This is an optimization exercise on Yosys and OpenROAD, whose aim is small area, not a production implementation. At most, simulation tests tie the RTL to the original design; equivalence was not proved. Only the layout flow was run in run 1; the RTL was not checked for function there. In runs 3 to 5 the design's own scripts or RTL, not TritonCTS, make the clock network. No driver is modelled on the clock port, so clock power and skew are understated where the tree is cut down; a real chip needs a root buffer or a tree. Power is estimated from default activity; no workload was simulated.

`flow/run.sh`:
```
#!/bin/bash
# Layout flow: the standard layout (standard.sh) with these changes.
#  * Ports are buffered with sky130_fd_sc_hd__buf_1.
#  * Clock tree synthesis adds no dummy loads.
# Each step's full output goes to a log file in this folder; ORFS's own
# per-step logs are under orfs/logs/.
set -euo pipefail
W=$(pwd)

# synthesis script: synth_recipe.tcl sourcing a copy of ORFS's synth.tcl in
# which only the ABC script argument is replaced
sed "s|^  log_cmd abc {\*}\$abc_args|  lset abc_args 1 $W/flow/abc_area.script\n  log_cmd abc {*}\$abc_args|" \
    "$FLOW_HOME/scripts/synth.tcl" > "$W/synth_body_area.tcl"
grep -q "lset abc_args 1" "$W/synth_body_area.tcl"
sed "s|\$::env(SCRIPTS_DIR)/synth.tcl|$W/synth_body_area.tcl|" synth_recipe.tcl > "$W/synth_area.tcl"
grep -q "synth_body_area.tcl" "$W/synth_area.tcl"
sed "s|SYNTH_SCRIPT=[^ ]*|SYNTH_SCRIPT=$W/synth_area.tcl ADDER_MAP_FILE=|" standard.sh > "$W/standard_area.sh"
grep -q "synth_area.tcl ADDER_MAP_FILE=" "$W/standard_area.sh"

bash "$W/standard_area.sh" synth > "$W/synth.log" 2>&1

export CTS_ARGS="-sink_clustering_enable -repair_clock_nets -dont_use_dummy_load"
export BUFFER_PORTS_ARGS="-buffer_cell sky130_fd_sc_hd__buf_1"
bash standard.sh > "$W/layout.log" 2>&1
```
`flow/abc_area.script`:
```
&get -n
&st
&deepsyn -T 60
&dch
&nf -R 1000
&put
topo
```
`standard.sh`:
```
#!/bin/bash
# synth_recipe.tcl (not shown) runs the flow's synth.tcl, then flattens the netlist and writes it again
# the make line also repeats each setting of config.mk as NAME=value (left out here)
make -C /OpenROAD-flow-scripts/flow DESIGN_CONFIG=/design/flow/config.mk WORK_HOME=/design/flow/orfs CLKGATE_MAP_FILE= SYNTH_SCRIPT=/design/flow/synth_recipe.tcl "${@:-finish}"
```
`config.mk`:
```
export PLATFORM = sky130hd
export DESIGN_NAME = px4led
export DESIGN_NICKNAME = px4led
export VERILOG_FILES = /design/flow/design.v
export SDC_FILE = /design/flow/constraint.sdc
export NUM_CORES = 4
export LEC_CHECK = 0
export CAP_MARGIN = 20
export CORE_MARGIN = 2
export CORE_UTILIZATION = 65
export PLACE_DENSITY = 0.8
export SLEW_MARGIN = 20
```
`constraint.sdc`:
```
create_clock -name core_clock -period 10.0 [get_ports {clk}]
set_input_delay 2.0000 -clock core_clock [delete_from_list [all_inputs] [get_ports {clk}]]
set_output_delay 2.0000 -clock core_clock [all_outputs]
set_load 0.01 [all_outputs]
```
`design.v`:
```
module px4led_bit_engine (
    input  wire       clk,
    input  wire       rst_n,
    input  wire       scl_i,
    input  wire       sda_i,
    output wire       sda_oe,
    output wire       ev_rx_stop,    
    output wire       ev_rx_data,    
    output wire       ev_sla_w,      
    output wire       ev_tx_load,    
    output wire       tx_first,      
    output wire [7:0] rx_byte,
    input  wire [7:0] tx_byte
);
    localparam [2:0] S_IDLE = 3'd0,
                     S_ADDR = 3'd1,
                     S_AAW  = 3'd2,
                     S_AAR  = 3'd3,
                     S_RX   = 3'd4,
                     S_RXA  = 3'd5,
                     S_TX   = 3'd6,
                     S_TXA  = 3'd7;
    reg [1:0] scl_sync, sda_sync;
    reg       scl_q, sda_q;
    wire      scl = scl_sync[1];
    wire      sda = sda_sync[1];
    reg [2:0] st;
    reg [8:0] sr;
    wire c_ss   = scl_q & scl & (sda_q ^ sda);
    wire c_rise = ~scl_q & scl;
    wire c_fall = scl_q & ~scl;
    wire st_idle = (st == S_IDLE);
    wire st_addr = (st == S_ADDR);
    wire st_aaw  = (st == S_AAW);
    wire st_aar  = (st == S_AAR);
    wire st_rx   = (st == S_RX);
    wire st_rxa  = (st == S_RXA);
    wire st_tx   = (st == S_TX);
    wire st_txa  = (st == S_TXA);
    wire rx_bound = ~|sr[8:2];
    wire ev_err   = c_ss & ~st_idle & ~st_addr & ~(st_rx & rx_bound);
    assign ev_rx_stop = c_ss & st_rx & rx_bound;
    assign ev_rx_data = c_fall & st_rxa;
    assign ev_sla_w   = c_fall & st_aaw;
    assign ev_tx_load = c_fall & (st_aar | (st_txa & ~sr[0]));
    assign tx_first   = st_aar;
    assign rx_byte    = sr[7:0];
    assign sda_oe     = st_aaw | st_aar | st_rxa | (st_tx & ~sr[8]);
    always @(posedge clk) begin
        if (!rst_n) begin
            scl_sync <= 2'b11;
            sda_sync <= 2'b11;
            scl_q    <= 1'b1;
            sda_q    <= 1'b1;
            st       <= S_IDLE;
        end else begin
            scl_sync <= {scl_sync[0], scl_i};
            sda_sync <= {sda_sync[0], sda_i};
            scl_q    <= scl;
            sda_q    <= sda;
            if (c_ss) begin
                st <= (~sda & ~ev_err) ? S_ADDR : S_IDLE;
            end else if (c_fall) begin
                case (st)
                    S_ADDR: if (sr[8]) st <= (sr[7:1] == 7'h55) ? (sr[0] ? S_AAR : S_AAW) : S_IDLE;
                    S_AAW:  st <= S_RX;
                    S_AAR:  st <= S_TX;
                    S_RX:   if (sr[8]) st <= S_RXA;
                    S_RXA:  st <= S_RX;
                    S_TX:   if (~|sr[6:0]) st <= S_TXA;
                    S_TXA:  st <= sr[0] ? S_IDLE : S_TX;
                    default: ;
                endcase
            end
        end
    end
    always @(posedge clk) begin
        if (c_ss | (c_fall & (st_aaw | st_rxa)))
            sr <= 9'd1;
        else if (ev_tx_load)
            sr <= {tx_byte, 1'b1};
        else if ((c_rise & (st_addr | st_rx | st_txa)) | (c_fall & st_tx))
            sr <= {sr[7:0], c_rise & sda};
    end
endmodule
module px4led_protocol_engine (
    input  wire       clk,
    input  wire       rst_n,
    input  wire       ev_rx_stop,
    input  wire       ev_rx_data,
    input  wire       ev_sla_w,
    input  wire       ev_tx_load,
    input  wire       tx_first,
    input  wire [7:0] rx_byte,
    output wire [7:0] tx_byte,
    output reg        ready,
    output wire       n_zero,
    output wire       do_colour,
    output wire       do_script,
    output wire       do_settings,
    output reg  [3:0] pb, pg, pr,
    output reg        vb, vg, vr,
    input  wire       load_reply,
    input  wire [5:0] reply0,
    input  wire [7:0] reply1
);
    localparam [1:0] K_OTHER = 2'd3, K_AUTO = 2'd1, K_SCRIPT = 2'd2, K_SETTINGS = 2'd0;
    reg [3:0] rx_len;
    reg       pm;
    reg [1:0] sel;
    wire [7:0] rb    = rx_byte;
    wire       take  = ev_rx_data & ~&rx_len;
    wire       first = (rx_len == 4'd0);
    wire [1:0] pcls  = (rb[7:2] == 6'b100000) ? rb[1:0] : 2'd0;
    wire [1:0] tgt   = (pm & ~first) ? (rx_len[0] ? sel : 2'd0)
                                     : ((rx_len[3:2] == 2'd0) ? rx_len[1:0] : 2'd0);
    always @(posedge clk) begin
        if (!rst_n)
            ready <= 1'b0;
        else
            ready <= ev_rx_stop;
    end
    always @(posedge clk) begin
        if (ev_sla_w)
            rx_len <= 4'd0;
        else if (take)
            rx_len <= rx_len + 4'd1;
    end
    always @(posedge clk) begin
        if (take) begin
            if (first) begin
                pm  <= (pcls != 2'd0);
                sel <= ((pcls != 2'd0) | (rb == 8'h01) | (rb == 8'hAA)) ? rb[1:0] :
                       (rb == 8'h84) ? K_SETTINGS : K_OTHER;
                vb  <= 1'b0;
                vg  <= 1'b0;
                vr  <= 1'b0;
            end else if (pm & ~rx_len[0]) begin
                sel <= pcls;
            end
            if (tgt == 2'd1) begin pb <= rb[3:0]; vb <= 1'b1; end
            if (tgt == 2'd2) begin pg <= rb[3:0]; vg <= 1'b1; end
            if (tgt == 2'd3) begin pr <= rb[3:0]; vr <= 1'b1; end
        end
    end
    wire n_ge2  = |rx_len[3:1];
    assign n_zero      = first;
    assign do_colour   = ready & ~first & (pm | ((sel == K_AUTO) & (rx_len == 4'd4)));
    assign do_script   = ready & ~first & ~pm & (sel == K_SCRIPT) & n_ge2;
    assign do_settings = ready & ~first & ~pm & (sel == K_SETTINGS) & n_ge2;
    reg       tv;
    reg [5:0] s0;
    reg [7:0] s1;
    reg [1:0] cur;
    wire [1:0] cur_e = tx_first ? 2'd0 : cur;
    assign tx_byte = (tv & ~cur_e[1] & ~cur_e[0]) ? {2'b00, s0} :
                     (tv & cur_e[0])             ? s1 : 8'h00;
    always @(posedge clk) begin
        if (!rst_n)
            tv <= 1'b0;
        else if (load_reply)
            tv <= 1'b1;
    end
    always @(posedge clk) begin
        if (load_reply) begin
            s0 <= reply0;
            s1 <= reply1;
        end
        if (ev_tx_load)
            cur <= tv ? {cur_e[0] | cur_e[1], ~cur_e[0] & ~cur_e[1]} : cur_e;
    end
endmodule
module px4led_foreground (
    input  wire       clk,
    input  wire       rst_n,
    input  wire       tick_i,
    input  wire       ready,
    input  wire       n_zero,
    input  wire       do_colour,
    input  wire       do_script,
    input  wire       do_settings,
    input  wire [3:0] pb, pg, pr,
    input  wire       vb, vg, vr,
    output wire       load_reply,
    output wire [5:0] reply0,
    output wire [7:0] reply1,
    output reg  [3:0] red, green, blue,
    output reg        hb
);
    reg       powersave, enable;
    reg [3:0] rcnt;
    reg [5:0] hcnt;
    wire refresh_due = rcnt[3] & rcnt[1];                
    wire heart_end   = hcnt[5] & hcnt[4] & hcnt[0];      
    wire heart_due   = refresh_due & heart_end;
    assign load_reply = refresh_due | (ready & n_zero);
    assign reply0     = {enable, powersave, blue};
    assign reply1     = {green, red};
    always @(posedge clk) begin
        if (!rst_n) begin
            red       <= 4'd0;
            green     <= 4'd0;
            blue      <= 4'd0;
            powersave <= 1'b0;
            enable    <= 1'b0;
            hb        <= 1'b0;
            rcnt      <= 4'd0;
            hcnt      <= 6'd0;
        end else begin
            rcnt <= (refresh_due ? 4'd0 : rcnt) + {3'd0, tick_i};
            if (refresh_due)
                hcnt <= heart_end ? 6'd0 : hcnt + 6'd1;
            if (heart_due)
                hb <= ~hb;
            if (do_script) begin
                red   <= 4'd0;
                green <= 4'd0;
                blue  <= 4'd0;
            end
            if (do_colour & vb) blue  <= pb;
            if (do_colour & vg) green <= pg;
            if (do_colour & vr) red   <= pr;
            if (do_settings) begin
                powersave <= pb[0];
                enable    <= pb[1];
            end
        end
    end
endmodule
module px4led_pwm (
    input  wire       clk,
    input  wire       rst_n,
    input  wire       pwm_tick_i,
    input  wire [3:0] red, green, blue,
    output reg        pwm_r,
    output reg        pwm_g,
    output reg        pwm_b
);
    reg [7:0] phase;
    wire      lowz = (phase[3:0] == 4'd0);
    wire      hz   = (phase[7:4] == 4'd0);
    always @(posedge clk) begin
        if (!rst_n) begin
            phase <= 8'd0;
            pwm_r <= 1'b0;
            pwm_g <= 1'b0;
            pwm_b <= 1'b0;
        end else if (pwm_tick_i) begin
            phase <= phase + 8'd1;
            if (lowz) begin
                pwm_r <= (phase[7:4] != red)   & (hz | pwm_r);
                pwm_g <= (phase[7:4] != green) & (hz | pwm_g);
                pwm_b <= (phase[7:4] != blue)  & (hz | pwm_b);
            end
        end
    end
endmodule
module px4led (
    input  wire clk,
    input  wire rst_n,
    input  wire scl_i,
    input  wire sda_i,
    output wire sda_oe_o,
    input  wire tick_i,
    input  wire pwm_tick_i,
    output wire pwm_r_o,
    output wire pwm_g_o,
    output wire pwm_b_o,
    output wire hb_o
);
    wire       ev_rx_stop, ev_rx_data, ev_sla_w, ev_tx_load, tx_first;
    wire [7:0] rx_byte, tx_byte;
    wire       ready, n_zero, do_colour, do_script, do_settings;
    wire [3:0] pb, pg, pr;
    wire       vb, vg, vr;
    wire       load_reply;
    wire [5:0] reply0;
    wire [7:0] reply1;
    wire [3:0] red, green, blue;
    px4led_bit_engine u_bit (
        .clk        (clk),
        .rst_n      (rst_n),
        .scl_i      (scl_i),
        .sda_i      (sda_i),
        .sda_oe     (sda_oe_o),
        .ev_rx_stop (ev_rx_stop),
        .ev_rx_data (ev_rx_data),
        .ev_sla_w   (ev_sla_w),
        .ev_tx_load (ev_tx_load),
        .tx_first   (tx_first),
        .rx_byte    (rx_byte),
        .tx_byte    (tx_byte)
    );
    px4led_protocol_engine u_pe (
        .clk         (clk),
        .rst_n       (rst_n),
        .ev_rx_stop  (ev_rx_stop),
        .ev_rx_data  (ev_rx_data),
        .ev_sla_w    (ev_sla_w),
        .ev_tx_load  (ev_tx_load),
        .tx_first    (tx_first),
        .rx_byte     (rx_byte),
        .tx_byte     (tx_byte),
        .ready       (ready),
        .n_zero      (n_zero),
        .do_colour   (do_colour),
        .do_script   (do_script),
        .do_settings (do_settings),
        .pb          (pb),
        .pg          (pg),
        .pr          (pr),
        .vb          (vb),
        .vg          (vg),
        .vr          (vr),
        .load_reply  (load_reply),
        .reply0      (reply0),
        .reply1      (reply1)
    );
    px4led_foreground u_fg (
        .clk         (clk),
        .rst_n       (rst_n),
        .tick_i      (tick_i),
        .ready       (ready),
        .n_zero      (n_zero),
        .do_colour   (do_colour),
        .do_script   (do_script),
        .do_settings (do_settings),
        .pb          (pb),
        .pg          (pg),
        .pr          (pr),
        .vb          (vb),
        .vg          (vg),
        .vr          (vr),
        .load_reply  (load_reply),
        .reply0      (reply0),
        .reply1      (reply1),
        .red         (red),
        .green       (green),
        .blue        (blue),
        .hb          (hb_o)
    );
    px4led_pwm u_pwm (
        .clk        (clk),
        .rst_n      (rst_n),
        .pwm_tick_i (pwm_tick_i),
        .red        (red),
        .green      (green),
        .blue       (blue),
        .pwm_r      (pwm_r_o),
        .pwm_g      (pwm_g_o),
        .pwm_b      (pwm_b_o)
    );
endmodule
```
==> impl_metrics.ini, run 1 <==
[power]
power_density_nw_per_um2 = 155
switching_share_pct = 19.9
total_switching_power_mw = 0.120
leakage_nw = 1.54
worst_vdd_ir_v = 0.000125
fin_total_pwr_mw = 0.604
part_of_the_power_in_the_clock_network_pct = 30.9
internal_power_mw = 0.484
comb_power_share_pct = 2.6
seq_power_share_pct = 66.5

[final_layout]
layoutNonFillerInstCount = 434
num-fill-cells = 406
layout.cells.most_common_list = dfxtp_1, nand2_1, edfxtp_1
ratio_of_cells_with_drive_above_1_in_the_final_layout_pct = 2.76
layout-area-overhead-vs-synth_pct = 7.13
layout.cells.most_common = dfxtp_1
antenna_cells = 0
finish.net_count = 370

[setup_path]
critPathTopFamily = flip-flops
reg2reg_setup_slack_ps = 7760
cp-start-kind = flop
r2r-start = u_bit.st[0]
cp-endpoint = sda_oe_o
cp_num_buf_inv = 1
timing.critical_path.slowest_stage_cell = dfxtp_1
timing.critical_path.depth = 4
worst_ep_required_time_ps = 8000
setup.worst_path.start = u_bit.st[0]
slowest_delay_ps = 490
reg2reg_depth = 7
critPathArrivalTime_ps = 1530
timing.critical_path.cells = nand2_1, xor2_1, a21oi_1, buf_1
critical_path_peak_fanout = 9
critPathCaptureType = output pin
worstSetupPathType = reg2out
worst_r2r_endpoint = u_bit.sr[7]

[synthesis]
synthFlopType = dfxtp_1
instance_count_of_the_mapped_netlist = 342
syn-mean-instance-area_um2 = 10.6
netlist_area_um2 = 3630
synthesis.yosys.warnings = 4
asyncSetResetFlopFracSynth_pct = 0
seq_area_frac_synth_pct = 61.2
postSynthRegisterBits = 94
post_synth_num_cell_types = 34
mappedNetlistNets = 348
edff_count_synth = 34

[timing]
fin_setup_tns_ps = 0
timing_hold_violations_final = 0
min_period_over_period_pct = 35.3
grt_setup_unrepaired = false
fin_worst_hold_slack_ps = 417
slew-limit-headroom_pct = 33.6
layout_setup_ws_ps = 6470
worst_slew_pin_slew_ps = 987
fin_crit_ps = 3530
skew_ps = 30.2
achievable-frequency_mhz = 283
slew_viol_final = 0
finalSetupViolations = 0

[die]
core-area_um2 = 5440
chipHeight_um = 78.7
starting_density_pct = 66.8
floorplan.die_area_um2 = 6200
boundaryPins = 11
std_cell_rows = 27
die_x_um = 78.7

[placed_design]
place_hpwl_um = 4840
gp_routability_congestion = 0.946
port_buffers = 10
pre_cts_setup_slack_ps = 6600
placedCellCount = 425

[detailed_routing]
detail-route-antenna-nets = 0
drt_iter0_drc = 209
dr_total_vias = 2634
detail_route.drc_violations = 0
wl_per_cell_um = 15.6
detail_route.vias_per_cell = 6.07
detail_route.wirelength_um = 6790
dr.pass1.iters = 5

[grt]
grt_remaining_overflow = 0
grt_use_total_pct = 24.7
grt_max_degree = 23
grt_first_pass_wirelength_um = 11500
antenna_found_initial = 0
grt_pass1_vias = 2480

[clocking]
h_tree_level_count = 3
cts_max_path_buffers = 2
number_of_setup_buffers_added_after_cts = 0
post_cts.resized_instances = 0
cts.sinks = 94
clk_pin_slew_ps = 90
cts_made_buffers = 9
tritoncts = built
clock_tree.root_cell = clkbuf_8
postCtsHoldBufs = 0
clock_insertion_delay_worst_skew_ps = 360

[hold_path]
type_of_the_tightest_min_delay_check = reg2reg

[run]
max_cap_violations = 0

[run_status]
run_status = no timing/DRC/antenna violations
## synth_stat cells (all sizes together) (2+ instances only)
library cell | number | share of area [%]
xor2 | 15 | 3.6
and2 | 11 | 1.9
a31oi | 3 | 0.52
nand2 | 36 | 3.7
a222oi | 8 | 2.2
a21oi | 30 | 4.1
o21ai | 17 | 2.3
nor3b | 2 | 0.41
xnor2 | 2 | 0.48
nand2b | 9 | 1.6
or2 | 4 | 0.69
nand3 | 7 | 0.96
and3 | 10 | 1.7
o21a | 3 | 0.62
dfxtp | 60 | 33
nor2 | 29 | 3.0
nor4 | 7 | 1.2
edfxtp | 34 | 28
nor2b | 2 | 0.34
a22o | 13 | 3.1
nand3b | 2 | 0.41
nor3 | 15 | 2.1
clkinv | 11 | 1.1
nor4b | 2 | 0.48
## routing by layer
metal | vias to the layer above | track usage (%) | wire [µm]
met5 | - | 0 | 0
met4 | 0 | 8.60 | 117
met3 | 12 | 6.14 | 393
met2 | 94 | 40.1 | 3230
met1 | 1232 | 32.6 | 3050
li1 | 1296 | - | -
## how the worst min path moves through the flow
stage / start / depth (start not counted) / endpoint
floorplan: u_bit.scl_sync[0] / 1 / u_bit.scl_sync[1]
global placement: u_bit.sda_sync[0] / 1 / u_bit.sda_sync[1]
detailed placement: u_bit.sda_sync[0] / 1 / u_bit.sda_sync[1]
CTS: u_fg.powersave / 0 / u_pe.s0[4]
global route: u_fg.powersave / 0 / u_pe.s0[4]
finish: u_fg.powersave / 0 / u_pe.s0[4]
## power groups by stage
| stage | Clock [mW] | Combinational, mW | Sequential [mW] |
|---|---|---|---|
| floorplan | 0 | 0.00979 | 0.409 |
| global placement | 0 | 0.0152 | 0.410 |
| detailed placement | 0 | 0.0158 | 0.410 |
| CTS | 0.191 | 0.0159 | 0.402 |
| global route | 0.204 | 0.0183 | 0.402 |
| finish | 0.186 | 0.0160 | 0.402 |
## kinds of logic (layout without fill, tap and decap cells)
| family | count (synthesis) | count (layout) | share of synthesized area (%) |
|---|---|---|---|
| DFF | 94 | 94 | 61.2 |
| xor gates and xnor gates | 17 | 17 | 4.10 |
| AOI/OAI and AO/OA | 81 | 81 | 14.5 |
| and+or+nand+nor | 139 | 139 | 19.1 |
| buffers and inverters | 11 | 31 | 1.14 |
## cell type report
cell class                      instances  area (µm²)  share of cell area (%)
Inverter                               11        41.3                    1.06
Timing Repair Buffer                   11        45.0                    1.16
Multi-Input combinational cell        237        1370                    35.2
Sequential cell                        94        2220                    57.1
Clock buffer                            9         124                    3.18
Tap cell                               72        90.1                    2.32
## sequential cells by signal, summed over array words and instances, names as in the netlist, 2 cells and up
register,cells
u_bit.st,3
u_fg.blue,4
u_bit.sr,9
u_pe.sel,2
u_pe.pr,4
u_pwm.phase,8
u_pe.rx_len,4
u_fg.green,4
u_fg.rcnt,4
u_bit.scl_sync,2
u_pe.pb,4
u_pe.pg,4
u_bit.sda_sync,2
u_fg.red,4
u_pe.s1,8
u_pe.s0,6
u_pe.cur,2
u_fg.hcnt,6
## stage by stage
step / instance area, µm² / util (%)
2_1_floorplan: 3630 / -
3_3_place_gp: 3770 / 69.2
3_5_place_dp: 3770 / 69.2
4_1_cts: 3890 / 71.5
5_1_grt: 3890 / 71.5
6_report: 3890 / 71.5
==> run 2: changes to the inputs <==
--- a/design.v
+++ b/design.v
@@ -148,26 +148,26 @@
     assign do_colour   = ready & ~first & (pm | ((sel == K_AUTO) & (rx_len == 4'd4)));
     assign do_script   = ready & ~first & ~pm & (sel == K_SCRIPT) & n_ge2;
     assign do_settings = ready & ~first & ~pm & (sel == K_SETTINGS) & n_ge2;
-    reg       tv;
     reg [5:0] s0;
     reg [7:0] s1;
     reg [1:0] cur;
-    wire [1:0] cur_e = tx_first ? 2'd0 : cur;
-    assign tx_byte = (tv & ~cur_e[1] & ~cur_e[0]) ? {2'b00, s0} :
-                     (tv & cur_e[0])             ? s1 : 8'h00;
-    always @(posedge clk) begin
-        if (!rst_n)
-            tv <= 1'b0;
-        else if (load_reply)
-            tv <= 1'b1;
-    end
+    wire       built = ~(cur[1] & cur[0]);
+    wire [1:0] cur_e = (tx_first & built) ? 2'd0 : cur;
+    assign tx_byte = (~cur_e[1] & ~cur_e[0]) ? {2'b00, s0} :
+                     (~cur_e[1] &  cur_e[0]) ? s1 : 8'h00;
     always @(posedge clk) begin
         if (load_reply) begin
             s0 <= reply0;
             s1 <= reply1;
         end
-        if (ev_tx_load)
-            cur <= tv ? {cur_e[0] | cur_e[1], ~cur_e[0] & ~cur_e[1]} : cur_e;
+    end
+    always @(posedge clk) begin
+        if (!rst_n)
+            cur <= 2'b11;
+        else if (ev_tx_load & built)
+            cur <= {cur_e[0] | cur_e[1], ~cur_e[0] & ~cur_e[1]};
+        else if (load_reply & ~built)
+            cur <= 2'b00;
     end
 endmodule
 module px4led_foreground (
==> run 2 against run 1 <==
Against the previous run: still clean on timing, DRC and antenna; combinational power increased by about 20%; non-clock buffer count did not move; hold slack lost 4.4 ps; maximum frequency grew 0.22%; via count is 1.0% lower; utilization decreased by 0.62 points; setup slack better by 7.9 ps; routed wire length grew 2.3%; die area down 0.89%; first-iteration DRC count increased by 2.9%; critical path type is now reg2reg; largest cell class unchanged; highest routed layer unchanged.
==> impl_metrics.ini, run 2 <==
[run_status]
run_status = no timing/DRC/antenna violations

[timing]
achievable-frequency_mhz = 284
finalSetupViolations = 0
fin_crit_ps = 3530
slew_viol_final = 0
timing_hold_violations_final = 0
fin_worst_hold_slack_ps = 413
skew_ps = 13.7
layout_setup_ws_ps = 6470
grt_setup_unrepaired = false
min_period_over_period_pct = 35.3
slew-limit-headroom_pct = 55.4
worst_slew_pin_slew_ps = 667
fin_setup_tns_ps = 0

[power]
total_switching_power_mw = 0.126
switching_share_pct = 20.8
leakage_nw = 1.52
part_of_the_power_in_the_clock_network_pct = 31.0
comb_power_share_pct = 3.2
internal_power_mw = 0.482
seq_power_share_pct = 65.8
fin_total_pwr_mw = 0.608
power_density_nw_per_um2 = 158
worst_vdd_ir_v = 0.000128

[final_layout]
finish.instance_area_um2 = 3860
finish.net_count = 366
top_register = u_bit.sr
layout.cells.most_common = dfxtp_1
sequential_cell_area_um2 = 2180
num-fill-cells = 431
layoutNonFillerInstCount = 430
layout.cells.most_common_list = dfxtp_1, nand2_1, a21oi_1, edfxtp_1, nor2_1
multiInputGateArea_um2 = 1370
largest_reg_flops = 9
ratio_of_cells_with_drive_above_1_in_the_final_layout_pct = 2.79
biggestRegsByFlops = u_bit.sr: 9 flops, u_pe.s1: 8 flops, u_pwm.phase: 8 flops
antenna_cells = 0
layout.core_utilization_pct = 70.9
layout-area-overhead-vs-synth_pct = 7.20

[clocking]
number_of_setup_buffers_added_after_cts = 0
tritoncts = built
h_tree_level_count = 3
post_cts.resized_instances = 0
cts_max_path_buffers = 2
clock_tree.root_cell = clkbuf_8
cts_made_buffers = 9
clock_insertion_delay_worst_skew_ps = 340
cts.sinks = 93
postCtsHoldBufs = 0
clk_pin_slew_ps = 80

[setup_path]
setup.worst_path.start = u_bit.st[2]
cp_num_buf_inv = 1
reg2reg_depth = 13
worstSetupPathType = reg2reg
slowest_delay_ps = 430
cpMostUsedCell = a21oi_1
timing.critical_path.cells = nor2b_1, xor2_1, and4b_1, o21bai_1, or2_0, o21ai_0, nor2_1, nand2_1, a21oi_1, a21oi_1, and2_0, a222oi_1, clkinv_1
r2r-start = u_bit.st[2]
timing.critical_path.slowest_stage_cell = dfxtp_1
worst_r2r_endpoint = u_bit.sr[7]
cp-start-kind = flop
reg2reg_setup_slack_ps = 6470
worst_ep_required_time_ps = 10220
critical_path_peak_fanout = 10
critPathTopFamily = compound AO/OA/AOI/OAI gates
critPathArrivalTime_ps = 3750
critPathCaptureType = flop

[synthesis]
seq_area_frac_synth_pct = 60.7
instance_count_of_the_mapped_netlist = 338
synth_top_cells_by_count = dfxtp_1, nand2_1, a21oi_1, edfxtp_1, nor2_1
ys_top_cells_by_area = dfxtp_1, edfxtp_1, a21oi_1, nand2_1, a22o_1
netlist.top_cell.by_area = dfxtp_1
edff_count_synth = 32
postSynthRegisterBits = 93
synthFlopType = dfxtp_1
netlist_area_um2 = 3600
mappedNetlistNets = 344
synth_top_cell_area_share_pct = 33.9
post_synth_num_cell_types = 36
synthMostInstantiatedCell = dfxtp_1
asyncSetResetFlopFracSynth_pct = 0
syn-mean-instance-area_um2 = 10.6
synthesis.yosys.warnings = 4

[placed_design]
placed_cell_area_um2 = 3730
port_buffers = 10
gp_routability_congestion = 0.868
place_hpwl_um = 4890
pre_cts_setup_slack_ps = 6400
placedCellCount = 421

[detailed_routing]
drt_iter0_drc = 215
detail_route.vias_per_cell = 6.06
wl_per_cell_um = 16.2
detail_route.wirelength_um = 6950
detail-route-antenna-nets = 0
detail_route.drc_violations = 0
dr_total_vias = 2607
dr.pass1.iters = 5

[run]
max_cap_violations = 0

[die]
std_cell_rows = 27
chipHeight_um = 78.4
starting_density_pct = 66.1
core-area_um2 = 5440
boundaryPins = 11
die_x_um = 78.4
floorplan.die_area_um2 = 6140

[grt]
grt_remaining_overflow = 0
grt_max_degree = 33
antenna_found_initial = 0
grt_first_pass_wirelength_um = 11400
grt_use_total_pct = 24.7
grt_pass1_vias = 2491

[hold_path]
hold_path_startpoint = u_bit.scl_sync[0]
type_of_the_tightest_min_delay_check = reg2reg
endpoint_with_the_worst_hold_slack = u_bit.scl_sync[1]
worst_hold_path.num_cells = 1
run 2: power by group through the flow:
stage | clock network (mW) | logic, mW | registers, mW
after floorplan | 0 | 0.0124 | 0.407
after global placement | 0 | 0.0185 | 0.409
after detailed placement | 0 | 0.0192 | 0.409
after CTS | 0.191 | 0.0193 | 0.400
after global routing | 0.206 | 0.0217 | 0.401
final | 0.189 | 0.0192 | 0.400
run 2: layout make-up:
type	instances	area share [%]
sequential	93	56.6
multi-input combinational	233	35.5
clock buffer	9	3.21
tap	72	2.34
timing repair buffer	11	1.17
inverter	12	1.17
run 2: worst max path at each step:
stage	endpoint	slack, ps	cells past startpoint
floorplan	u_pwm.phase[7]	6920	6
global placement	u_fg.red[3]	6520	7
detailed placement	u_fg.red[2]	6400	7
CTS	u_bit.sr[7]	6550	13
global route	u_bit.sr[7]	6100	12
finish	u_bit.sr[7]	6470	13
run 2: cells by family after synthesis:
group | share of synthesized area [%]
and+or+nand+nor | 18.5
buffers and inverters | 1.25
AOI/OAI and AO/OA | 15.7
xor gates and xnor gates | 3.90
DFF | 60.7
run 2: worst reg2reg max path, cell delays in order (launching register included):
cell and delay [ps]:
dfxtp_1 430, nor2b_1 330, xor2_1 180, and4b_1 230, o21bai_1 330, or2_0 260
o21ai_0 160, nor2_1 120, nand2_1 80, a21oi_1 400, a21oi_1 130, and2_0 310
a222oi_1 350, clkinv_1 120
run 2: metal layers:
layer	routed length, µm	part of all wire [%]	GRT usage (%)
met2	3360	48	39.7
met4	120	1.7	14.9
met1	3010	43	31.7
met5	0	0	0
met3	453	6.5	3.56
==> run 3: changes to the inputs <==
--- a/flow/run.sh
+++ b/flow/run.sh
@@ -1,7 +1,9 @@
 #!/bin/bash
 # Layout flow: the standard layout (standard.sh) with these changes.
 #  * Ports are buffered with sky130_fd_sc_hd__buf_1.
-#  * Clock tree synthesis adds no dummy loads.
+#  * The clock tree is built by flow/cts_tree.tcl in place of TritonCTS: a
+#    root clock buffer and CTS_TREE_LEAVES leaf buffers, each driving a
+#    cluster of registers.
 # Each step's full output goes to a log file in this folder; ORFS's own
 # per-step logs are under orfs/logs/.
 set -euo pipefail
@@ -19,6 +21,10 @@
 
 bash "$W/standard_area.sh" synth > "$W/synth.log" 2>&1
 
-export CTS_ARGS="-sink_clustering_enable -repair_clock_nets -dont_use_dummy_load"
+export PRE_CTS_TCL="$W/flow/cts_tree.tcl"
+export CTS_TREE_PORT=clk
+export CTS_TREE_ROOT=sky130_fd_sc_hd__clkbuf_4
+export CTS_TREE_LEAF=sky130_fd_sc_hd__clkbuf_8
+export CTS_TREE_LEAVES=6
 export BUFFER_PORTS_ARGS="-buffer_cell sky130_fd_sc_hd__buf_1"
 bash standard.sh > "$W/layout.log" 2>&1
==> flow/cts_tree.tcl (new file) <==
# Sourced by ORFS's cts.tcl (PRE_CTS_TCL) before its clock_tree_synthesis call,
# which it replaces with a two-level clock tree: the clock port drives one root
# clock buffer, which drives CTS_TREE_LEAVES leaf clock buffers, each driving
# one cluster of register clock pins (k-means clusters of the placed
# registers, the leaf buffer at the cluster's centre). Every register sees the
# same two buffers from the clock port. The rest of cts.tcl (legalisation,
# timing repair) runs unchanged.
rename clock_tree_synthesis orfs_clock_tree_synthesis

proc clock_tree_synthesis {args} {
  set root_cell $::env(CTS_TREE_ROOT)
  set leaf_cell $::env(CTS_TREE_LEAF)
  set K $::env(CTS_TREE_LEAVES)
  set block [ord::get_db_block]
  set dbu [$block getDbUnitsPerMicron]
  set clk_net [$block findNet [get_full_name [get_ports $::env(CTS_TREE_PORT)]]]
  set pts {}
  foreach it [$clk_net getITerms] {
    set box [[$it getInst] getBBox]
    lappend pts [list [expr {([$box xMin] + [$box xMax]) / 2.0 / $dbu}] \
                      [expr {([$box yMin] + [$box yMax]) / 2.0 / $dbu}] \
                      [$it getName]]
  }
  set n [llength $pts]
  # start from K sinks spread along x, then Lloyd iterations
  set sorted [lsort -real -index 0 $pts]
  set cs {}
  for {set k 0} {$k < $K} {incr k} {
    set p [lindex $sorted [expr {int(($k + 0.5) * $n / $K)}]]
    lappend cs [list [lindex $p 0] [lindex $p 1]]
  }
  for {set iter 0} {$iter < 100} {incr iter} {
    set asg {}
    foreach p $pts {
      set best 0
      set bd 1e18
      for {set k 0} {$k < $K} {incr k} {
        set c [lindex $cs $k]
        set d [expr {abs([lindex $p 0] - [lindex $c 0]) + abs([lindex $p 1] - [lindex $c 1])}]
        if {$d < $bd} { set bd $d; set best $k }
      }
      lappend asg $best
    }
    set ncs {}
    for {set k 0} {$k < $K} {incr k} {
      set sx 0.0
      set sy 0.0
      set m 0
      foreach p $pts a $asg {
        if {$a == $k} {
          set sx [expr {$sx + [lindex $p 0]}]
          set sy [expr {$sy + [lindex $p 1]}]
          incr m
        }
      }
      if {$m > 0} { lappend ncs [list [expr {$sx / $m}] [expr {$sy / $m}]] } else { lappend ncs [lindex $cs $k] }
    }
    set cs $ncs
  }
  set rx 0.0
  set ry 0.0
  set used 0
  for {set k 0} {$k < $K} {incr k} {
    set pins {}
    foreach p $pts a $asg { if {$a == $k} { lappend pins [get_pins [lindex $p 2]] } }
    if {[llength $pins] == 0} { continue }
    set c [lindex $cs $k]
    set rx [expr {$rx + [lindex $c 0]}]
    set ry [expr {$ry + [lindex $c 1]}]
    incr used
    puts "clock tree leaf $k: [llength $pins] sinks, buffer at $c"
    insert_buffer -buffer_cell $leaf_cell -net [$clk_net getName] -load_pins $pins \
      -location $c -buffer_name clkbuf_1_${k}_clk -net_name clknet_1_${k}_clk
  }
  set rx [expr {$rx / $used}]
  set ry [expr {$ry / $used}]
  puts "clock tree root at ($rx, $ry), $used leaves, $n sinks"
  insert_buffer -buffer_cell $root_cell -net [$clk_net getName] -location [list $rx $ry] \
    -buffer_name clkbuf_0_clk -net_name clknet_0_clk
  # every net from the clock port to the registers is a clock net
  set todo [list $clk_net]
  while {[llength $todo]} {
    set net [lindex $todo 0]
    set todo [lrange $todo 1 end]
    $net setSigType CLOCK
    foreach it [$net getITerms] {
      set inst [$it getInst]
      if {[$it isInputSignal] && [string match "*clkbuf*" [[$inst getMaster] getName]]} {
        foreach o [$inst getITerms] {
          if {[$o isOutputSignal] && [$o getNet] ne "NULL"} { lappend todo [$o getNet] }
        }
      }
    }
  }
  set_propagated_clock [all_clocks]
}
==> run 3 against run 2 <==
Against the previous run: still clean on timing, DRC and antenna; cell count shrank 0.47%; routed wire length shrank 0.86%; register-to-register slack lost 30 ps; maximum frequency shrank 0.93%; sequential share of layout area grew 0.50 points; total power shrank 4.3%; die area is the same; sequential power is essentially flat; design area shrank 0.88%; highest routed layer unchanged.
==> impl_metrics.ini, run 3 <==
[grt]
grt_first_pass_wirelength_um = 11300
grt_remaining_overflow = 0
antenna_found_initial = 0
grt_max_degree = 33
grt_use_total_pct = 22.8
grt_pass1_vias = 2458

[synthesis]
netlist.top_cell.by_area = dfxtp_1
netlist_area_um2 = 3600
asyncSetResetFlopFracSynth_pct = 0
synth_top_cell_area_share_pct = 33.9
synthMostInstantiatedCell = dfxtp_1
instance_count_of_the_mapped_netlist = 338
synthFlopType = dfxtp_1
edff_count_synth = 32
postSynthRegisterBits = 93
syn-mean-instance-area_um2 = 10.6
ys_top_cells_by_area = dfxtp_1, edfxtp_1, a21oi_1, nand2_1, a22o_1
synthesis.yosys.warnings = 4
post_synth_num_cell_types = 36
synth_top_cells_by_count = dfxtp_1, nand2_1, a21oi_1, edfxtp_1, nor2_1
mappedNetlistNets = 344
seq_area_frac_synth_pct = 60.7

[timing]
slew-limit-headroom_pct = 55.3
finalSetupViolations = 0
skew_ps = 31.9
min_period_over_period_pct = 35.6
achievable-frequency_mhz = 281
grt_setup_unrepaired = false
worst_slew_pin_slew_ps = 670
timing_hold_violations_final = 0
fin_crit_ps = 3560
slew_viol_final = 0
fin_setup_tns_ps = 0

[final_layout]
top_register = u_bit.sr
finish.net_count = 364
layout.cells.most_common = dfxtp_1
antenna_cells = 0
layout.cells.most_common_list = dfxtp_1, nand2_1, a21oi_1, edfxtp_1, nor2_1
largest_reg_flops = 9
biggestRegsByFlops = u_bit.sr: 9 flops, u_pe.s1: 8 flops, u_pwm.phase: 8 flops
ratio_of_cells_with_drive_above_1_in_the_final_layout_pct = 2.25
layout-area-overhead-vs-synth_pct = 6.26

[detailed_routing]
dr.pass1.iters = 5
detail-route-antenna-nets = 0
wl_per_cell_um = 16.1
detail_route.drc_violations = 0
top_layer_used = met4
routedLengthMet1_um = 2950
detail_route.wirelength_um = 6890
drt_iter0_drc = 237
dr_total_vias = 2608
dr_wl_met3_um = 467
met2WireLength_um = 3340
detail_route.vias_per_cell = 6.09

[power]
fin_total_pwr_mw = 0.582
worst_vdd_ir_v = 0.000134
leakage_nw = 1.50
power_density_nw_per_um2 = 152

[clocking]
clk_pin_slew_ps = 90
clock_insertion_delay_worst_skew_ps = 410
post_cts.resized_instances = 0
postCtsHoldBufs = 0
number_of_setup_buffers_added_after_cts = 0

[setup_path]
critPathArrivalTime_ps = 3840
worst_ep_required_time_ps = 10280
critical_path_peak_fanout = 10
worstSetupPathType = reg2reg
cp-start-kind = flop
critPathCaptureType = flop

[run]
max_cap_violations = 0

[hold_path]
type_of_the_tightest_min_delay_check = reg2reg

[placed_design]
gp_routability_congestion = 0.868
place_hpwl_um = 4890
port_buffers = 10

[die]
floorplan.die_area_um2 = 6140
starting_density_pct = 66.1
chipHeight_um = 78.4
die_x_um = 78.4
std_cell_rows = 27
core-area_um2 = 5440
boundaryPins = 11

[run_status]
run_status = no timing/DRC/antenna violations
## run 3: changes by cell type in the layout (fill, tap and decap cells not counted), sizes merged
cell,before,now
clkbuf,9,7
## run 3: cell type report, clock buffers not listed
class / instances / area, µm²
Fill cell: 438 / 1620
Tap cell: 72 / 90.1
Multi-Input combinational cell: 233 / 1370
Timing Repair Buffer: 11 / 45.0
Inverter: 12 / 45.0
Sequential cell: 93 / 2180
## run 3: logic make-up (layout without fill, tap and decap cells)
group / Yosys count / count (layout) / share of synthesized area (%)
AND/OR/NAND/NOR: 131 / 131 / 18.5
XOR/XNOR: 16 / 16 / 3.90
flip-flops: 93 / 93 / 60.7
AO/OA/AOI/OAI: 86 / 86 / 15.7
buffers and inverters: 12 / 30 / 1.25
## run 3: critical path, cell delays in order, from the launching register on
cell and delay [ps]:
dfxtp_1 440, nor2b_1 330, xor2_1 180, and4b_1 240, o21bai_1 330, or2_0 260
o21ai_0 150, nor2_1 120, nand2_1 80, a21oi_1 400, a21oi_1 130, and2_0 310
a222oi_1 350, clkinv_1 120
## run 3: report_power, final
group | leakage (nW) | internal, mW | total, mW | switching [mW]
Sequential | 0.827 | 0.394 | 0.400 | 0.00657
Combinational | 0.627 | 0.00750 | 0.0192 | 0.0118
Clock | 0.0477 | 0.0586 | 0.162 | 0.104
Total | 1.50 | 0.460 | 0.582 | 0.122
## run 3: path summary, 6_finish.rpt
check,startpoint,end,slack (ps),depth (start not counted)
worst max-delay path,u_bit.st[2],u_bit.sr[7],6440,13
worst min-delay path,u_bit.scl_sync[0],u_bit.scl_sync[1],420,1
worst max register to register,u_bit.st[2],u_bit.sr[7],6440,13
worst min register to register,u_bit.scl_sync[0],u_bit.scl_sync[1],420,1
## run 3: per-stage QoR
step                hold slack [ps]  instances  worst slack (ps)  area [µm²]  util (%)
finish                          417        428              6440        3820      70.3
global route                    422        428              6090        3820      70.3
floorplan                       386        338              6920        3600         -
detailed placement              395        421              6400        3730      68.6
CTS                             418        428              6500        3820      70.3
global placement                388        421              6520        3730      68.6
## run 3: per-layer routing
metal,track usage (%),vias up
li1,-,1280
met1,31.5,1221
met2,39.1,97
met3,1.72,10
met4,6.67,0
met5,0,-
==> run 4: changes to the inputs <==
--- a/flow/run.sh
+++ b/flow/run.sh
@@ -23,7 +23,7 @@
 
 export PRE_CTS_TCL="$W/flow/cts_tree.tcl"
 export CTS_TREE_PORT=clk
-export CTS_TREE_ROOT=sky130_fd_sc_hd__clkbuf_4
+export CTS_TREE_ROOT=sky130_fd_sc_hd__clkbuf_8
 export CTS_TREE_LEAF=sky130_fd_sc_hd__clkbuf_8
 export CTS_TREE_LEAVES=6
 export BUFFER_PORTS_ARGS="-buffer_cell sky130_fd_sc_hd__buf_1"
==> run 4 against run 3 <==
Against the previous run: still clean; design area grew 0.16%; maximum frequency up 0.94%; combinational power about the same; global-route usage is 0.050 points lower; via count is 0.35% lower; total power grew 0.85%; critical path depth unchanged; clock skew down 1.6 ps; critical path type unchanged.
==> impl_metrics.ini, run 4 <==
[placed_design]
placed_cell_area_um2 = 3730
port_buffers = 10
pre_cts_setup_slack_ps = 6400
placedCellCount = 421
gp_routability_congestion = 0.868
place_hpwl_um = 4890

[timing]
worst_slew_pin_slew_ps = 668
timing_hold_violations_final = 0
slew_viol_final = 0
skew_ps = 30.3
grt_setup_unrepaired = false
finalSetupViolations = 0
achievable-frequency_mhz = 284
layout_setup_ws_ps = 6470
fin_crit_ps = 3530
slew-limit-headroom_pct = 55.4
min_period_over_period_pct = 35.3
fin_setup_tns_ps = 0

[die]
boundaryPins = 11
starting_density_pct = 66.1
chipHeight_um = 78.4
std_cell_rows = 27
core-area_um2 = 5440
die_x_um = 78.4
floorplan.die_area_um2 = 6140

[power]
worst_vdd_ir_v = 0.000137
leakage_nw = 1.50
power_density_nw_per_um2 = 153

[detailed_routing]
dr_total_vias = 2599
detail_route.drc_violations = 0
wl_per_cell_um = 16.0
dr.pass1.iters = 5
detail_route.wirelength_um = 6850
detail_route.vias_per_cell = 6.07
detail-route-antenna-nets = 0
drt_iter0_drc = 217

[final_layout]
sequential_cell_area_um2 = 2180
layout.core_utilization_pct = 70.4
antenna_cells = 0
layout.cells.most_common_list = dfxtp_1, nand2_1, a21oi_1, edfxtp_1, nor2_1
largest_reg_flops = 9
ratio_of_cells_with_drive_above_1_in_the_final_layout_pct = 2.25
multiInputGateArea_um2 = 1370
finish.net_count = 364
layout-area-overhead-vs-synth_pct = 6.43
layoutNonFillerInstCount = 428
biggestRegsByFlops = u_bit.sr: 9 flops, u_pe.s1: 8 flops, u_pwm.phase: 8 flops
finish.instance_area_um2 = 3830
layout.cells.most_common = dfxtp_1
top_register = u_bit.sr
num-fill-cells = 438

[clocking]
clock_insertion_delay_worst_skew_ps = 340
postCtsHoldBufs = 0
clk_pin_slew_ps = 90
number_of_setup_buffers_added_after_cts = 0
post_cts.resized_instances = 0

[setup_path]
worstSetupPathType = reg2reg
critical_path_peak_fanout = 10
critPathArrivalTime_ps = 3750
worst_ep_required_time_ps = 10220
cp-start-kind = flop
critPathCaptureType = flop

[synthesis]
postSynthRegisterBits = 93
synthesis.yosys.warnings = 4
netlist_area_um2 = 3600
syn-mean-instance-area_um2 = 10.6
mappedNetlistNets = 344
post_synth_num_cell_types = 36
synthFlopType = dfxtp_1
ys_top_cells_by_area = dfxtp_1, edfxtp_1, a21oi_1, nand2_1, a22o_1
seq_area_frac_synth_pct = 60.7
netlist.top_cell.by_area = dfxtp_1
synth_top_cell_area_share_pct = 33.9
asyncSetResetFlopFracSynth_pct = 0
synth_top_cells_by_count = dfxtp_1, nand2_1, a21oi_1, edfxtp_1, nor2_1
edff_count_synth = 32
instance_count_of_the_mapped_netlist = 338
synthMostInstantiatedCell = dfxtp_1

[run_status]
run_status = no timing/DRC/antenna violations

[hold_path]
type_of_the_tightest_min_delay_check = reg2reg

[run]
max_cap_violations = 0

[grt]
grt_pass1_vias = 2463
grt_use_total_pct = 22.8
grt_first_pass_wirelength_um = 11300
grt_max_degree = 33
antenna_found_initial = 0
grt_remaining_overflow = 0
==> run 4: logic make-up after synthesis <==
family,Yosys count,synth area share [%]
flops,93,60.7
compound gates,86,15.7
xor+xnor,16,3.90
buf+inv,12,1.25
simple gates,131,18.5
==> run 4: layout make-up, clock buffers not listed <==
cell class | instances | area share (%)
timing repair buffer | 11 | 1.18
tap | 72 | 2.35
sequential | 93 | 57.0
multi-input combinational | 233 | 35.8
inverter | 12 | 1.18
==> run 4: worst paths after layout <==
check	startpoint	end	slack, ps	cells past startpoint
setup / recovery	u_bit.st[2]	u_bit.sr[7]	6470	13
hold / removal	u_bit.scl_sync[0]	u_bit.scl_sync[1]	420	1
setup reg to reg	u_bit.st[2]	u_bit.sr[7]	6470	13
hold reg to reg	u_bit.scl_sync[0]	u_bit.scl_sync[1]	420	1
==> run 4: worst max-delay path, stage by stage (launching register included) <==
cell,delay (ps)
dfxtp_1,440
nor2b_1,330
xor2_1,170
and4b_1,240
o21bai_1,330
or2_0,260
o21ai_0,150
nor2_1,120
nand2_1,80
a21oi_1,390
a21oi_1,130
and2_0,310
a222oi_1,330
clkinv_1,120
==> run 4: per-stage QoR <==
step	hold slack [ps]	total power, mW
floorplan	386	0.419
global placement	388	0.427
detailed placement	395	0.428
CTS	417	0.591
global route	422	0.607
finish	417	0.587
==> run 4: power by group <==
part / leakage [nW] / internal (mW) / total, mW / switching (mW)
registers: 0.827 / 0.394 / 0.400 / 0.00659
clock network: 0.0503 / 0.0635 / 0.167 / 0.104
logic: 0.627 / 0.00750 / 0.0191 / 0.0116
total: 1.50 / 0.465 / 0.587 / 0.122
==> run 4: layer usage <==
metal	wire [µm]	global-route usage, %
met5	0	0
met4	103	6.32
met3	434	1.72
met2	3350	39.1
met1	2960	31.5
==> run 5: changes to the inputs <==
--- a/design.v
+++ b/design.v
@@ -14,11 +14,11 @@
 );
     localparam [2:0] S_IDLE = 3'd0,
                      S_ADDR = 3'd1,
-                     S_AAW  = 3'd2,
-                     S_AAR  = 3'd3,
-                     S_RX   = 3'd4,
-                     S_RXA  = 3'd5,
-                     S_TX   = 3'd6,
+                     S_AAW  = 3'd4,
+                     S_AAR  = 3'd5,
+                     S_RX   = 3'd2,
+                     S_RXA  = 3'd6,
+                     S_TX   = 3'd3,
                      S_TXA  = 3'd7;
     reg [1:0] scl_sync, sda_sync;
     reg       scl_q, sda_q;
--- a/flow/run.sh
+++ b/flow/run.sh
@@ -23,7 +23,7 @@
 
 export PRE_CTS_TCL="$W/flow/cts_tree.tcl"
 export CTS_TREE_PORT=clk
-export CTS_TREE_ROOT=sky130_fd_sc_hd__clkbuf_8
+export CTS_TREE_ROOT=sky130_fd_sc_hd__clkbuf_4
 export CTS_TREE_LEAF=sky130_fd_sc_hd__clkbuf_8
 export CTS_TREE_LEAVES=6
 export BUFFER_PORTS_ARGS="-buffer_cell sky130_fd_sc_hd__buf_1"
==> run 5 against run 4 <==
Against the previous run: combinational power shrank about 20%; total power down 2.2%; utilization increased by 2.7 points; register-to-register slack better by 1100 ps; setup slack got worse by 70 ps; highest routed layer unchanged.
==> impl_metrics.ini, run 5 <==
[synthesis]
instance_count_of_the_mapped_netlist = 330
postSynthRegisterBits = 93
synthesis.yosys.warnings = 4
netlist.top_cell.by_area = dfxtp_1
synth_top_cells_by_count = dfxtp_1, nand2_1, edfxtp_1, a21oi_1, nor2_1
asyncSetResetFlopFracSynth_pct = 0
seq_area_frac_synth_pct = 61.6
syn-mean-instance-area_um2 = 10.7
synth_top_cell_area_share_pct = 34.5
edff_count_synth = 32
mappedNetlistNets = 336
ys_top_cells_by_area = dfxtp_1, edfxtp_1, nand2_1, a21oi_1, xor2_1
synthMostInstantiatedCell = dfxtp_1
netlist_area_um2 = 3540
post_synth_num_cell_types = 33
synthFlopType = dfxtp_1

[setup_path]
reg2reg_depth = 5
critPathCaptureType = output pin
worst_ep_required_time_ps = 8000
cp-start-kind = flop
worst_r2r_endpoint = u_bit.st[0]
r2r-start = u_bit.sr[3]
critical_path_peak_fanout = 11
reg2reg_setup_slack_ps = 7590
worstSetupPathType = reg2out
critPathArrivalTime_ps = 1600

[final_layout]
ratio_of_cells_with_drive_above_1_in_the_final_layout_pct = 2.87
layout-area-overhead-vs-synth_pct = 6.71
antenna_cells = 0
largest_reg_flops = 9
layoutNonFillerInstCount = 419
layout.cells.most_common_list = dfxtp_1, nand2_1, edfxtp_1
top_register = u_bit.sr
layout.cells.most_common = dfxtp_1
finish.net_count = 357
num-fill-cells = 367
biggestRegsByFlops = u_bit.sr: 9 flops, u_pe.s1: 8 flops, u_pwm.phase: 8 flops

[detailed_routing]
detail_route.vias_per_cell = 6.09
drt_iter0_drc = 169
wl_per_cell_um = 16.1
dr.pass1.iters = 4
dr_total_vias = 2551
detail-route-antenna-nets = 0
detail_route.wirelength_um = 6730
detail_route.drc_violations = 0

[clocking]
postCtsHoldBufs = 0
clock_insertion_delay_worst_skew_ps = 420
post_cts.resized_instances = 0
number_of_setup_buffers_added_after_cts = 0
clk_pin_slew_ps = 90

[placed_design]
pre_cts_setup_slack_ps = 6580
gp_routability_congestion = 0.847
placedCellCount = 412
port_buffers = 10
place_hpwl_um = 5070

[timing]
skew_ps = 31.3
fin_worst_hold_slack_ps = 414
worst_slew_pin_slew_ps = 941
fin_crit_ps = 3600
achievable-frequency_mhz = 278
timing_hold_violations_final = 0
slew_viol_final = 0
layout_setup_ws_ps = 6400
min_period_over_period_pct = 36.0
slew-limit-headroom_pct = 36.4
finalSetupViolations = 0
grt_setup_unrepaired = false
fin_setup_tns_ps = 0

[hold_path]
endpoint_with_the_worst_hold_slack = u_bit.scl_sync[1]
type_of_the_tightest_min_delay_check = reg2reg
worst_hold_path.num_cells = 1
hold_path_startpoint = u_bit.scl_sync[0]

[die]
starting_density_pct = 68.5
chipHeight_um = 77.8
std_cell_rows = 26
floorplan.die_area_um2 = 6060
die_x_um = 77.8
core-area_um2 = 5170
boundaryPins = 11

[grt]
grt_max_degree = 25
antenna_found_initial = 0
global_route_met1_utilization_pct = 31.8
grt_remaining_overflow = 0
global_route.usage.met2_pct = 38.4
busiest_layer = met2
grt_use_total_pct = 22.9
grt_pass1_vias = 2400
grt_first_pass_wirelength_um = 11200
grt_use_met3_pct = 1.86

[power]
power_density_nw_per_um2 = 152
worst_vdd_ir_v = 0.000114
leakage_nw = 1.50

[run_status]
run_status = no timing/DRC/antenna violations

[run]
max_cap_violations = 0
## run 5: changes by cell type in the layout (fill, tap and decap cells not counted), moves of 3 or more
cell / change
a21oi_1: -3
clkinv_1: -3
nand2_1: +5
nand3_1: -3
nor2b_1: -3
nor3_1: +8
o21ai_0: -3
## run 5: worst max-delay path, stage by stage (launching register included)
cell and delay (ps):
dfxtp_1 530, nand2_1 220, nor3_1 180, a21o_1 110, buf_1 140
## run 5: final cells by class, clock buffers not listed
| class | count | area (µm²) | area share, % |
|---|---|---|---|
| Timing Repair Buffer | 12 | 52.6 | 1.39 |
| Inverter | 9 | 33.8 | 0.893 |
| Multi-Input combinational cell | 228 | 1340 | 35.3 |
| Sequential cell | 93 | 2180 | 57.7 |
| Tap cell | 70 | 87.6 | 2.32 |
## run 5: power breakdown
group,switching [mW],leakage (nW),internal [mW]
sequential,0.00434,0.837,0.392
combinational,0.00945,0.620,0.00575
clock,0.103,0.0477,0.0585
total,0.117,1.50,0.457
## run 5: layer usage
metal	vias to the layer above	share of wire, %	wire length, µm
li1	1262	-	-
met1	1211	46	3090
met2	60	47	3160
met3	18	4.2	283
met4	0	3.0	199
met5	-	0	0
## run 5: worst max path at each step
stage	slack, ps	endpoint	from	depth (start not counted)
floorplan	6920	u_pwm.phase[7]	pwm_tick_i	6
global placement	6570	u_pe.ready	rst_n	5
detailed placement	6580	u_fg.red[2]	rst_n	7
CTS	6420	sda_oe_o	u_bit.st[1]	4
global route	6260	sda_oe_o	u_bit.st[1]	4
finish	6400	sda_oe_o	u_bit.st[1]	4
## run 5: logic make-up after synthesis
group | Yosys count | share of synthesized area, %
DFF | 93 | 61.6
xor gates and xnor gates | 17 | 4.20
AOI/OAI and AO/OA | 80 | 15.3
and+or+nand+nor | 131 | 18.0
buffers and inverters | 9 | 0.953
## run 5: stage by stage
stage | total power [mW] | area (µm²) | util [%]
floorplan | 0.414 | 3540 | -
CTS | 0.576 | 3780 | 73.1
global placement | 0.420 | 3690 | 71.3
detailed placement | 0.421 | 3690 | 71.4
finish | 0.574 | 3780 | 73.1
global route | 0.592 | 3780 | 73.1

static timing again, ports no longer ideal:
No port has a modelled driver above. Below, the same layouts with a new extraction and two added sets of constraints.
Step 1: set_driving_cell puts a clkbuf_16 on clk and a buf_2 on each other input, an assumption about the parent block.
Step 2 also shifts input and output timing later by t, the mid clock arrival at the registers, as if the neighbouring blocks saw the same clock.
Slacks: ideal ports / drivers / drivers and shift; pairs: ideal ports / drivers.
run	shift t [ns]	setup WS [ns]	cell pins on the clock port's net
run 1	0.376	6.465 / 6.435 / 6.584	1
run 2	0.367	6.473 / 6.473 / 6.411	1
run 3	0.422	6.440 / 6.440 / 6.373	1
run 4	0.357	6.473 / 6.473 / 6.391	1
run 5	0.430	6.403 / 6.377 / 6.518	1
After both steps every run listed still meets setup and hold. The setup slack of run 4, which loses most, moves by 0.000 ns with the drivers and by -0.082 ns with both steps.
